What follows belongs to an exercise in optimizing a design on an open flow for small area, a short achievable clock period and few clock cycles; a production flow would make more cautious choices.
Function was checked by simulation only, so behaviour that the tests miss may differ from the original.
Power and IR drop assume default switching activity.

Design symcodec_rx, start of the top module:
module symcodec_rx (
    input  wire        clk,
    input  wire        rst,
    input  wire        in_valid,
    output wire        in_ready,
    input  wire [63:0] in_data,     
    input  wire [3:0]  in_groups,   
    input  wire        in_last,     
    output reg         out_valid,
    output reg  [7:0]  out_byte,
    output reg  [2:0]  out_kind,    
    output reg         done,
    output wire [1:0]  res,         
    output wire [3:0]  cause,       
    output wire        chkmis,
    output wire [15:0] clean_bits,
    output wire [15:0] n_bytes,
    output wire [31:0] pre,
    output wire [15:0] len,
    output wire [7:0]  stored_chk,
    output wire [7:0]  calc_chk,
    output wire [15:0] bad_index,
    output wire [5:0]  bad_win
);
Size in the first run: ~1,200 cells after synthesis, ~210 I/O pins, about 9200 sq um of cells after synthesis.
==> flow/config.mk <==
export PLATFORM = sky130hd
export DESIGN_NAME = symcodec_rx
export DESIGN_NICKNAME = symcodec_rx
export VERILOG_FILES = /design/flow/design.v
export SDC_FILE = /design/flow/constraint.sdc
export NUM_CORES = 4
export LEC_CHECK = 0
export ABC_AREA = 1
export CAP_MARGIN = 20
export CORE_MARGIN = 2
export CORE_UTILIZATION = 55
export SETUP_SLACK_MARGIN = 2.7
export SLEW_MARGIN = 20
==> flow/constraint.sdc <==
create_clock -name core_clock -period 5.0 [get_ports {clk}]
set_input_delay 1.0000 -clock core_clock [delete_from_list [all_inputs] [get_ports {clk}]]
set_output_delay 1.0000 -clock core_clock [all_outputs]
set_load 0.01 [all_outputs]
standard.sh (not shown) runs the stock make flow with config.mk's settings and CLKGATE_MAP_FILE= SYNTH_SCRIPT=/design/flow/synth_recipe.tcl, a recipe that flattens the netlist after the stock synthesis.
==> flow/flow/run.sh <==
#!/bin/bash
# Standard ORFS layout (standard.sh: the standard flow's synthesis, floorplan, place, CTS,
# route, finish) with two changes:
#  - the buffers that buffer_ports puts on every input and output port are
#    sky130_fd_sc_hd__buf_1 cells instead of the default pick;
#  - clock tree synthesis builds the tree from clkbuf_4/clkbuf_8 cells and
#    adds no dummy loads to even out the tree.
# The full make output goes to standard.log in this folder; each ORFS step's
# own log stays under orfs/logs/.
set -euo pipefail
export BUFFER_PORTS_ARGS="-buffer_cell sky130_fd_sc_hd__buf_1"
export CTS_ARGS="-sink_clustering_enable -repair_clock_nets -buf_list {sky130_fd_sc_hd__clkbuf_4 sky130_fd_sc_hd__clkbuf_8} -dont_use_dummy_load"
bash standard.sh > standard.log 2>&1
Testbench counts at the start, summed over its fixed seeds: cycles 15,365.
Edit:
--- a/flow/design.v
+++ b/flow/design.v
@@ -63,16 +63,33 @@
         input [3:0] c;
         begin
             ones4[2] = &c;
             ones4[1] = ((c[0] & c[1]) | (c[0] & c[2]) | (c[0] & c[3]) |
                         (c[1] & c[2]) | (c[1] & c[3]) | (c[2] & c[3])) & ~(&c);
             ones4[0] = ^c;
         end
     endfunction
+    function eq_sum;
+        input [15:0] x;
+        input [15:0] k;
+        input [15:0] z;
+        integer i;
+        reg c;
+        reg ok;
+        begin
+            ok = 1'b1;
+            c = 1'b0;
+            for (i = 0; i < 16; i = i + 1) begin
+                ok = ok & (z[i] == (x[i] ^ k[i] ^ c));
+                c = (x[i] & k[i]) | ((x[i] | k[i]) & ~z[i]);
+            end
+            eq_sum = ok & ~c;
+        end
+    endfunction
     function [5:0] rev6;
         input [5:0] v;
         rev6 = {v[0], v[1], v[2], v[3], v[4], v[5]};
     endfunction
     function [7:0] join4;
         input [3:0] a;
         input [2:0] na;
         input [3:0] b;
@@ -290,17 +307,17 @@
         if (bad)
             low_nib <= bad_win_nx[5:2];
         else if (g0 && !(hl_b ^ g1))
             low_nib <= g1 ? d1[3:0] : d0[3:0];
         if (bad)
             chk_r <= bad_win_nx[1];
         else if (byte_go)
             chk_r <= at_idx[5] ? (new_byte == 8'd0 && len_r[7:0] == 8'd0) :
-                                 ({3'd0, byte_cnt} == len_r + 16'd5);
+                                 eq_sum(len_r, 16'd5, {3'd0, byte_cnt});
         aborted   <= ab_nx;
         have_low  <= hl_b ^ g0 ^ g1;
         byte_cnt  <= fresh ? {12'd0, byte_go} : byte_go ? byte_inc : byte_cnt;
         bc_small  <= bad ? bad_win_nx[0] :
                      fresh || (bc_small && !(byte_go && byte_cnt[2:0] == 3'd7));
         clean_cnt <= fresh ? {12'd0, s3_n} : clean_sum;
         if (clr)
             xor_r <= 8'd0;
What happened:
- The new run produced a clean layout
- total power went up by 0.31%
- area after synthesis decreases by 4.4%
- wire length increases by 0.82%
- maximum frequency stays flat
- final area falls by 1.3%
Testbench counts after the change, summed over its fixed seeds: cycles 15,365.

-- port drivers added, routing unchanged --
Ports are ideal in the flow. The routed layouts listed here were re-timed in OpenROAD. Step 1, drivers: a clkbuf_16 drives clk and a buf_2 each remaining input, both assumed. Step 2 moves the port delays by t, midway between the first and last clock arrival at a register: inputs arrive t later, outputs are due t later. That takes back most of the time a late clock gives input paths. Three values: ideal ports, drivers, drivers and shift; two values: the first two.
run	t, ns	setup slack, ns	hold WS [ns]	worst register clock-pin slew, ns	cell pins on the clock port's net
the first run	0.489	2.810 / 2.769 / 2.455	0.390 / 0.390 / 0.390	0.11 / 0.11	1
the second run	0.494	2.805 / 2.767 / 2.452	0.382 / 0.382 / 0.382	0.11 / 0.11	1
After both steps every run listed still meets setup and hold. For the first run, which loses most, drivers alone change the setup slack by -0.041 ns; drivers and shift together by -0.355 ns.
